Context: an optimization exercise on an open-source flow, tuned for small area, a short achievable clock period and few clock cycles per item. The choices shown serve that exercise and are no tape-out recipe.
The RTL was checked by simulation tests, not by an equivalence proof against the original design.
Power figures rest on the tool's default switching activity, not on a simulated workload.

[config.mk]
export PLATFORM = sky130hd
export DESIGN_NAME = modexp_engine
export DESIGN_NICKNAME = modexp_engine
export VERILOG_FILES = /design/flow/design.v
export SDC_FILE = /design/flow/constraint.sdc
export NUM_CORES = 4
export LEC_CHECK = 0
export CAP_MARGIN = 50
export CORE_MARGIN = 2
export CORE_UTILIZATION = 30
export SLEW_MARGIN = 20
[constraint.sdc]
create_clock -name core_clock -period 14.0 [get_ports {clk}]
set_input_delay 2.8000 -clock core_clock [delete_from_list [all_inputs] [get_ports {clk}]]
set_output_delay 2.8000 -clock core_clock [all_outputs]
set_load 0.01 [all_outputs]
[design.v]
module modexp_engine (
    input  wire         clk,
    input  wire         rst,         
    input  wire         start,
    input  wire [255:0] base,
    input  wire [255:0] exponent,
    input  wire [255:0] modulus,
    output wire         ready,
    output reg          done,
    output reg          err,
    output wire [255:0] result
);
    localparam [4:0] ST_IDLE  = 5'd0,
                     ST_RED0  = 5'd1,    
                     ST_PREP  = 5'd2,    
                     ST_DBL   = 5'd3,    
                     ST_RED   = 5'd4,    
                     ST_SETB  = 5'd5,    
                     ST_SETA  = 5'd6,    
                     ST_ONE0  = 5'd7,    
                     ST_ONE1  = 5'd8,    
                     ST_ONE2  = 5'd9,    
                     ST_ONE3  = 5'd10,   
                     ST_MM    = 5'd11,   
                     ST_MMC   = 5'd12,   
                     ST_FIN1  = 5'd13,   
                     ST_FIN2  = 5'd14,   
                     ST_FIN3  = 5'd15,   
                     ST_EDBL  = 5'd16,   
                     ST_ER1   = 5'd17,   
                     ST_EADD  = 5'd18,   
                     ST_ER2   = 5'd19,   
                     ST_EEND  = 5'd20,   
                     ST_EFIN  = 5'd21;   
    localparam [1:0] K_SQR = 2'd0, K_MUL = 2'd1, K_CONV = 2'd2;
    localparam [1:0] X_A = 2'd0, X_B = 2'd1, X_ONE = 2'd2;
    localparam [2:0] OB_ZERO = 3'd0, OB_C = 3'd1, OB_NM = 3'd2, OB_S = 3'd3, OB_B = 3'd4;
    reg [4:0]   state;
    reg [255:0] M;         
    reg [255:0] E;         
    reg [255:0] B;         
    reg [256:0] A;         
    reg [257:0] S;         
    reg [257:0] C;         
    reg         cin;       
    reg [3:0]   xd;        
    reg [1:0]   xsrc;      
    reg [6:0]   di;        
    reg [7:0]   bp;        
    reg [9:0]   cnt;       
    reg [8:0]   ecnt;      
    reg [3:0]   minv;      
    reg         odd;
    reg [1:0]   kind;
    reg         scan;      
    assign ready  = (state == ST_IDLE);
    assign result = A[255:0];
    function [3:0] dig(input [1:0] src, input [6:0] idx, input [256:0] a, input [255:0] b);
        integer i;
        reg [263:0] ap;
        reg [263:0] bpd;
        begin
            ap  = {7'd0, a};
            bpd = {8'd0, b};
            dig = 4'd0;
            for (i = 0; i < 65; i = i + 1)
                if (idx == i)
                    dig = (src == X_A) ? ap[4*i +: 4] :
                          (src == X_B) ? bpd[4*i +: 4] :
                          (src == X_ONE && i == 0) ? 4'd1 : 4'd0;
        end
    endfunction
    wire [6:0] daddr = (state == ST_MM) ? (di + 7'd1) : {1'b0, bp[7:2]};
    wire [3:0] dnext = dig(xsrc, daddr, A, B);
    wire       xbit  = xd[bp[1:0]];
    wire [3:0] xa_lo = xd * A[3:0];
    wire [3:0] lsum  = S[3:0] + C[3:0] + {3'd0, cin} + xa_lo;
    wire [3:0] q     = lsum * minv;
    wire [261:0] S0 = {4'd0, S};
    wire [261:0] C0 = {4'd0, C};
    wire [261:0] X0 = xd[0] ? {5'd0, A}       : 262'd0;
    wire [261:0] X1 = xd[1] ? {4'd0, A, 1'b0} : 262'd0;
    wire [261:0] X2 = xd[2] ? {3'd0, A, 2'b0} : 262'd0;
    wire [261:0] X3 = xd[3] ? {2'd0, A, 3'b0} : 262'd0;
    wire [261:0] Q0 = q[0] ? {6'd0, M}       : 262'd0;
    wire [261:0] Q1 = q[1] ? {5'd0, M, 1'b0} : 262'd0;
    wire [261:0] Q2 = q[2] ? {4'd0, M, 2'b0} : 262'd0;
    wire [261:0] Q3 = q[3] ? {3'd0, M, 3'b0} : 262'd0;
    wire [261:0] X1c = X1 | {261'd0, cin};
    wire [261:0] a1 = S0 ^ C0 ^ X0;
    wire [261:0] b1 = ((S0 & C0) | (S0 & X0) | (C0 & X0)) << 1;
    wire [261:0] a2 = X1c ^ X2 ^ X3;
    wire [261:0] b2 = ((X1c & X2) | (X1c & X3) | (X2 & X3)) << 1;
    wire [261:0] a3 = a1 ^ b1 ^ a2;
    wire [261:0] b3 = ((a1 & b1) | (a1 & a2) | (b1 & a2)) << 1;
    wire [261:0] es = a3 ^ b3 ^ b2;
    wire [261:0] ec = ((a3 & b3) | (a3 & b2) | (b3 & b2)) << 1;
    wire [261:0] c1 = Q0 ^ Q1 ^ Q2;
    wire [261:0] d1 = ((Q0 & Q1) | (Q0 & Q2) | (Q1 & Q2)) << 1;
    wire [261:0] c2 = es ^ ec ^ Q3;
    wire [261:0] d2 = ((es & ec) | (es & Q3) | (ec & Q3)) << 1;
    wire [261:0] c3 = c1 ^ d1 ^ c2;
    wire [261:0] d3 = ((c1 & d1) | (c1 & c2) | (d1 & c2)) << 1;
    wire [261:0] ts = c3 ^ d3 ^ d2;
    wire [261:0] tc = ((c3 & d3) | (c3 & d2) | (d3 & d2)) << 1;
    reg  [2:0] obsel;
    reg        acin;
    always @(*) begin
        obsel = OB_ZERO;
        acin  = 1'b0;
        case (state)
            ST_RED0:  begin obsel = M[255] ? OB_NM : OB_ZERO; acin = M[255]; end
            ST_DBL:   begin obsel = OB_S; acin = (cnt < 10'd256) ? xbit : 1'b0; end
            ST_RED, ST_ONE2, ST_FIN2, ST_ER1, ST_ER2:
                      begin obsel = OB_NM; acin = 1'b1; end
            ST_ONE1:  begin obsel = OB_ZERO; acin = 1'b1; end
            ST_MMC, ST_FIN1:
                      begin obsel = OB_C; acin = cin; end
            ST_EDBL:  obsel = OB_S;
            ST_EADD:  obsel = OB_B;
            default:  ;
        endcase
    end
    reg [257:0] opb;
    always @(*) begin
        case (obsel)
            OB_C:    opb = C;
            OB_NM:   opb = ~{2'b00, M};
            OB_S:    opb = S;
            OB_B:    opb = {2'b00, B};
            default: opb = 258'd0;
        endcase
    end
    wire [258:0] cpa = {1'b0, S} + {1'b0, opb} + {258'd0, acin};
    wire         ge  = cpa[258];
    wire red_state = (state == ST_RED) || (state == ST_ONE2) || (state == ST_FIN2) ||
                     (state == ST_ER1) || (state == ST_ER2) || (state == ST_RED0 && M[255]);
    wire [9:0] cnt_end = odd ? 10'd516 : 10'd256;
    always @(posedge clk) begin
        if (rst) begin
            state <= ST_IDLE;
            done  <= 1'b0;
            err   <= 1'b0;
        end else begin
            done <= 1'b0;
            if (scan) begin
                if (!E[255] && ecnt != 9'd0) begin
                    E    <= E << 1;
                    ecnt <= ecnt - 9'd1;
                end else
                    scan <= 1'b0;
            end
            xd <= dnext;
            case (state)
                ST_IDLE: begin
                    M    <= modulus;
                    E    <= exponent;
                    S    <= {2'b00, base};
                    C    <= 258'd0;
                    cin  <= 1'b0;
                    ecnt <= 9'd256;
                    scan <= 1'b0;
                    if (start) state <= ST_RED0;
                end
                ST_RED0: begin
                    if (M == 256'd0) begin
                        done  <= 1'b1;
                        err   <= 1'b1;
                        state <= ST_IDLE;
                    end else begin
                        err  <= 1'b0;
                        odd  <= M[0];
                        scan <= 1'b1;
                        case (M[3:1])
                            3'd0: minv <= 4'd15;
                            3'd1: minv <= 4'd5;
                            3'd2: minv <= 4'd3;
                            3'd3: minv <= 4'd9;
                            3'd4: minv <= 4'd7;
                            3'd5: minv <= 4'd13;
                            3'd6: minv <= 4'd11;
                            default: minv <= 4'd1;
                        endcase
                        if (M[255]) begin
                            if (ge) S <= cpa[257:0];
                            cnt   <= 10'd256;
                            state <= M[0] ? ST_DBL : ST_SETB;
                        end else begin
                            B     <= cpa[255:0];    
                            S     <= 258'd0;
                            cnt   <= 10'd0;
                            bp    <= 8'd255;
                            xsrc  <= X_B;
                            state <= ST_PREP;
                        end
                    end
                end
                ST_PREP: state <= ST_DBL;
                ST_DBL: begin
                    S <= cpa[257:0];
                    if (cnt < 10'd256) bp <= bp - 8'd1;
                    state <= ST_RED;
                end
                ST_RED: begin
                    if (ge) S <= cpa[257:0];
                    cnt <= cnt + 10'd1;
                    state <= (cnt + 10'd1 == cnt_end) ? ST_SETB : ST_DBL;
                end
                ST_SETB: begin
                    if (!scan) begin
                        if (ecnt == 9'd0) begin
                            state <= ST_ONE0;
                        end else begin
                            B     <= cpa[255:0];
                            E     <= E << 1;
                            ecnt  <= ecnt - 9'd1;
                            state <= ST_SETA;
                        end
                    end
                end
                ST_SETA: begin
                    A <= cpa[256:0];
                    if (odd) begin
                        S   <= 258'd0;
                        C   <= 258'd0;
                        cin <= 1'b0;
                        di  <= 7'd0;
                        if (ecnt == 9'd0) begin
                            kind <= K_CONV; xsrc <= X_ONE; xd <= 4'd1;
                        end else begin
                            kind <= K_SQR;  xsrc <= X_A;   xd <= cpa[3:0];
                        end
                        state <= ST_MM;
                    end else begin
                        if (ecnt == 9'd0) begin
                            done  <= 1'b1;
                            state <= ST_IDLE;
                        end else begin
                            kind  <= K_SQR;
                            xsrc  <= X_B;
                            S     <= 258'd0;
                            bp    <= 8'd255;
                            state <= ST_EDBL;
                        end
                    end
                end
                ST_ONE0: begin
                    S <= 258'd0;
                    state <= ST_ONE1;
                end
                ST_ONE1: begin
                    S <= cpa[257:0];
                    state <= ST_ONE2;
                end
                ST_ONE2: begin
                    if (ge) S <= cpa[257:0];
                    state <= ST_ONE3;
                end
                ST_ONE3, ST_FIN3, ST_EFIN: begin
                    A     <= cpa[256:0];
                    done  <= 1'b1;
                    state <= ST_IDLE;
                end
                ST_MM: begin
                    S   <= ts[261:4];
                    C   <= tc[261:4];
                    cin <= |ts[3:0];
                    di  <= di + 7'd1;
                    if (di == 7'd64)
                        state <= (kind == K_CONV) ? ST_FIN1 : ST_MMC;
                end
                ST_MMC: begin
                    A   <= cpa[256:0];
                    S   <= 258'd0;
                    C   <= 258'd0;
                    cin <= 1'b0;
                    di  <= 7'd0;
                    state <= ST_MM;
                    if (kind == K_SQR && E[255]) begin
                        kind <= K_MUL; xsrc <= X_B; xd <= B[3:0];
                    end else begin
                        E    <= E << 1;
                        ecnt <= ecnt - 9'd1;
                        if (ecnt == 9'd1) begin
                            kind <= K_CONV; xsrc <= X_ONE; xd <= 4'd1;
                        end else begin
                            kind <= K_SQR;  xsrc <= X_A;   xd <= cpa[3:0];
                        end
                    end
                end
                ST_FIN1: begin
                    S   <= cpa[257:0];
                    C   <= 258'd0;
                    cin <= 1'b0;
                    state <= ST_FIN2;
                end
                ST_FIN2: begin
                    if (ge) S <= cpa[257:0];
                    state <= ST_FIN3;
                end
                ST_EDBL: begin
                    S <= cpa[257:0];
                    state <= ST_ER1;
                end
                ST_ER1: begin
                    if (ge) S <= cpa[257:0];
                    if (xbit)
                        state <= ST_EADD;
                    else if (bp == 8'd0)
                        state <= ST_EEND;
                    else begin
                        bp <= bp - 8'd1;
                        state <= ST_EDBL;
                    end
                end
                ST_EADD: begin
                    S <= cpa[257:0];
                    state <= ST_ER2;
                end
                ST_ER2: begin
                    if (ge) S <= cpa[257:0];
                    if (bp == 8'd0)
                        state <= ST_EEND;
                    else begin
                        bp <= bp - 8'd1;
                        state <= ST_EDBL;
                    end
                end
                ST_EEND: begin
                    if (kind == K_SQR && E[255]) begin
                        B     <= cpa[255:0];
                        kind  <= K_MUL;
                        xsrc  <= X_A;
                        S     <= 258'd0;
                        bp    <= 8'd255;
                        state <= ST_EDBL;
                    end else begin
                        E    <= E << 1;
                        ecnt <= ecnt - 9'd1;
                        if (ecnt == 9'd1) begin
                            state <= ST_EFIN;
                        end else begin
                            B     <= cpa[255:0];
                            kind  <= K_SQR;
                            xsrc  <= X_B;
                            S     <= 258'd0;
                            bp    <= 8'd255;
                            state <= ST_EDBL;
                        end
                    end
                end
                default: state <= ST_IDLE;
            endcase
        end
    end
endmodule
[run.sh]
#!/bin/bash
# synth_recipe.tcl (not shown) runs the flow's synth.tcl, then flattens the netlist and writes it again
# the make line also repeats each setting of config.mk as NAME=value (left out here)
make -C /OpenROAD-flow-scripts/flow DESIGN_CONFIG=/design/flow/config.mk WORK_HOME=/design/flow/orfs CLKGATE_MAP_FILE= SYNTH_SCRIPT=/design/flow/synth_recipe.tcl finish
==> results.toml <==
[timing]
setup-violations-final = 0
layout_min_cycle_time_ns = 9.337
rsz0062_at_grt = "false"
drv_slew = 0
hold_violations = 0
worstMarginPinSlew_ns = 1.222
period_share = 0.6669
relSlewSlack = 0.1852
whs_ns = 0.5335
fin_skew_ns = 0.09088
max_freq_mhz = 107.1

[flow_run]
cap_violations = 0

[place]
dp.cells = 20886
portBuffers = 1029
place.gp.congestion = 0.9508
dpl.hpwl_um = 514300

[cells_and_area]
fin_nets = 17513
final_cells = 21347
mostFrequentLayoutCell = "and2_1"
fillers = 50522
final_util = 0.3505
most-common-layout-cells = "2057 x and2_1, 2055 x fa_1, 1663 x inv_1"
area_delta_synth_final_pct = 16.27
layout-drive-gt1-share = 0.05839

[floorplan]
die_area_um2 = 513600
die_h_um = 716.7
coreArea_um2 = 505500
initial_core_util = 0.3014
rows = 261
dieWidth_um = 716.7
io_pins = 1030

[synth]
ys_seq_elements = 1596
ys_seq_area_frac = 0.3141
syn_area_um2 = 152400
syn_inst = 13944
synth_top_area_frac = 0.3132
yosysTopAreaCell = "edfxtp_1"
ys.flop_type = "edfxtp_1"
ys_warn_count = 1
yosysUniqueCellTypes = 125
synth_edf_count = 1589
synthTopCellsByArea = "edfxtp_1 31%, fa_1 27%, and2_1 8.4%"
synth-async-reset-ratio = 0
synth_fp_nets = 17057
syn_avg_cell_area_um2 = 10.93

[global_route]
overflow = 0
grt_pass1_wl_um = 933800
track_usage = 0.2522
antenna_found_initial = 139
grt_max_degree = 175
grt_pass1_vias = 122103

[clock_network]
cts_buffers = 215
cts_max_path_buffers = 4
cts.sinks = 1596
cts_max_level = 4
cts_tree = "built"
cts_resized = 0
cts-root-buf = "clkbuf_16"
path_clk_slew_ns = 0.06
insertion_delay_ns = 0.99
post_cts_buffers = 0
hold_buffers = 0

[worst_setup_path]
r2r_setup_slack_ns = 4.66
critPathLaunch = "state[0]"
crit_fanout = 58
critPathRequiredTime_ns = 14.79
crit_path_start_kind = "flip-flop"
slowest_delay_ns = 0.64
reg2regPathDepth = 31
rr_startpoint = "state[0]"
end_kind = "flip-flop"
reg2reg_to = "S[203]"
cpMaxStageDelayCell = "buf_4"
critPathArrivalTime_ns = 10.13
cpMostUsedCell = "buf_4"
worstSetupPathType = "reg2reg"

[status]
status = "complete, no violations"

[hold_path]
min_path_type = "reg2reg"
hold_depth = 2
min_to = "err"
hold_start = "err"

[route]
drt-total-wl_um = 660100
drt_pre_antenna_iters = 14
wl_per_cell_um = 30.92
vias_per_cell = 5.574
remaining_drc_errors = 0
drt_iter0_drc = 15480
vias = 118990
ant_nets = 0

[pwr]
ir_worst_vdd_uv = 873.3
pwr-share-clk = 0.134
p_int_mw = 23.75
power.switching_mw = 21.59
combPwrFrac = 0.716
seqPwrFrac = 0.150
power.leakage_nw = 73.29
powerDensity_nw_per_um2 = 255.9
p_sw_frac = 0.4761
power.total_mw = 45.34
## flip-flops by register name, summed over array words and instances, names as in the netlist, 2 cells and up
name / cells
A: 257
B: 256
C: 258
E: 256
M: 256
S: 258
bp: 8
cnt: 10
di: 7
ecnt: 9
kind: 2
minv: 3
state: 5
xd: 4
xsrc: 2
## synth_stat cells (all sizes together), types with 22 or more instances
cell and n:
a211oi 37, a21boi 22, a21o 116, a21oi 419, a221oi 50, a222oi 719, a22oi 29, a31oi 69
and2 2058, and3 299, buf 385, clkbuf 716, edfxtp 1589, fa 2055, ha 287, inv 1666
mux2 63, mux2i 379, nand2 441, nand2b 43, nand3 120, nand4 123, nor2 380, nor2b 42
nor3 146, nor4 100, o211ai 31, o21a 61, o21ai 787, o21bai 59, o31ai 39, or2 39
or3 35, xnor2 177, xor2 113
## through the flow
step                      worst slack, ns  instance area (um^2)  TNS (ns)
after CTS                           4.878                177000         0
after global placement              3.965                167700         0
final                               4.663                177200         0
after global routing                4.410                177100         0
after detailed placement            4.904                169500         0
after floorplan                    -1.477                152400   -380.96
## layer usage
layer	global-route usage	vias up	part of all wire
li1	-	49407	-
met1	0.3067	61413	0.37
met2	0.3878	6663	0.44
met3	0.06648	1409	0.10
met4	0.1808	98	0.086
met5	0	-	0.00098
## cell families (layout without fill, tap and decap cells)
logic type,Yosys count,count (layout),synth area share
buffers and inverters,2767,3398,0.07637
adder cells (fa/ha/maj),2342,2342,0.2936
multiplexers,444,444,0.02987
XOR/XNOR,290,290,0.01672
AO/OA/AOI/OAI,2622,2622,0.1243
other,0,66,0
AND/OR/NAND/NOR,3883,3883,0.1451
flip-flops,1596,1596,0.3141
## power groups by stage
| stage | Clock (mW) | Sequential [mW] | Combinational, mW |
|---|---|---|---|
| after floorplan | 0 | 6.61 | 20.4 |
| after global placement | 0 | 6.87 | 31.4 |
| after detailed placement | 0 | 6.86 | 32.0 |
| after CTS | 6.19 | 6.77 | 32.5 |
| after global routing | 6.32 | 6.83 | 36.2 |
| final | 6.09 | 6.78 | 32.5 |
## how the worst max path moves through the flow
stage                     cells after the start     end  slack [ns]
after floorplan                               3    S[0]       -1.48
after global placement                       28  S[155]        3.97
after detailed placement                     31  S[203]        4.90
after CTS                                    31  S[203]        4.88
after global routing                         31  S[205]        4.41
final                                        31  S[203]        4.66
## worst max-delay path: cells and delay by family (launching register included)
kind            cells  cell delay (ns)
compound gates     12             3.03
fa+ha+maj           1             0.43
simple gates       10             1.83
flops               1             0.30
buf+inv             8             3.32
## final cells by class
| type | count | area [um^2] | area share |
|---|---|---|---|
| inverters | 1666 | 6262 | 0.03535 |
| diodes | 66 | 165.2 | 0.0009322 |
| repair buffers | 1340 | 13790 | 0.07783 |
| flip-flops and latches | 1596 | 47860 | 0.2701 |
| clock buffers | 246 | 5518 | 0.03114 |
| clock inverters | 146 | 1929 | 0.01089 |
| well taps | 6706 | 8391 | 0.04736 |
| multi-input cells | 9581 | 93260 | 0.5264 |
Testbench counts, summed over its fixed seeds: cycles 307,078, items 12.

[re-timing with driven ports]
Ports are ideal in the flow. The routed layout listed here was re-timed in OpenROAD.
Step 1: set_driving_cell puts a clkbuf_16 on clk and a buf_2 on each other input, an assumption about the parent block.
Step 2 adds t to the input delays and takes it off the output delays; t is the mean of the earliest and latest rising clock arrival at the registers after step 1. Input paths then give back, and output paths get back, about the clock's delay inside the block.
Three values: ideal, step 1, step 2; two values: the first two.
t (ns): 1.073
setup WS [ns]: 4.663 / 4.663 / 4.663
worst setup path at the end: register to register
cell pins on the clock port's net: 1
After both steps setup and hold are still met in this run. For this run, drivers alone change the setup slack by 0.000 ns; drivers and shift together by 0.000 ns.
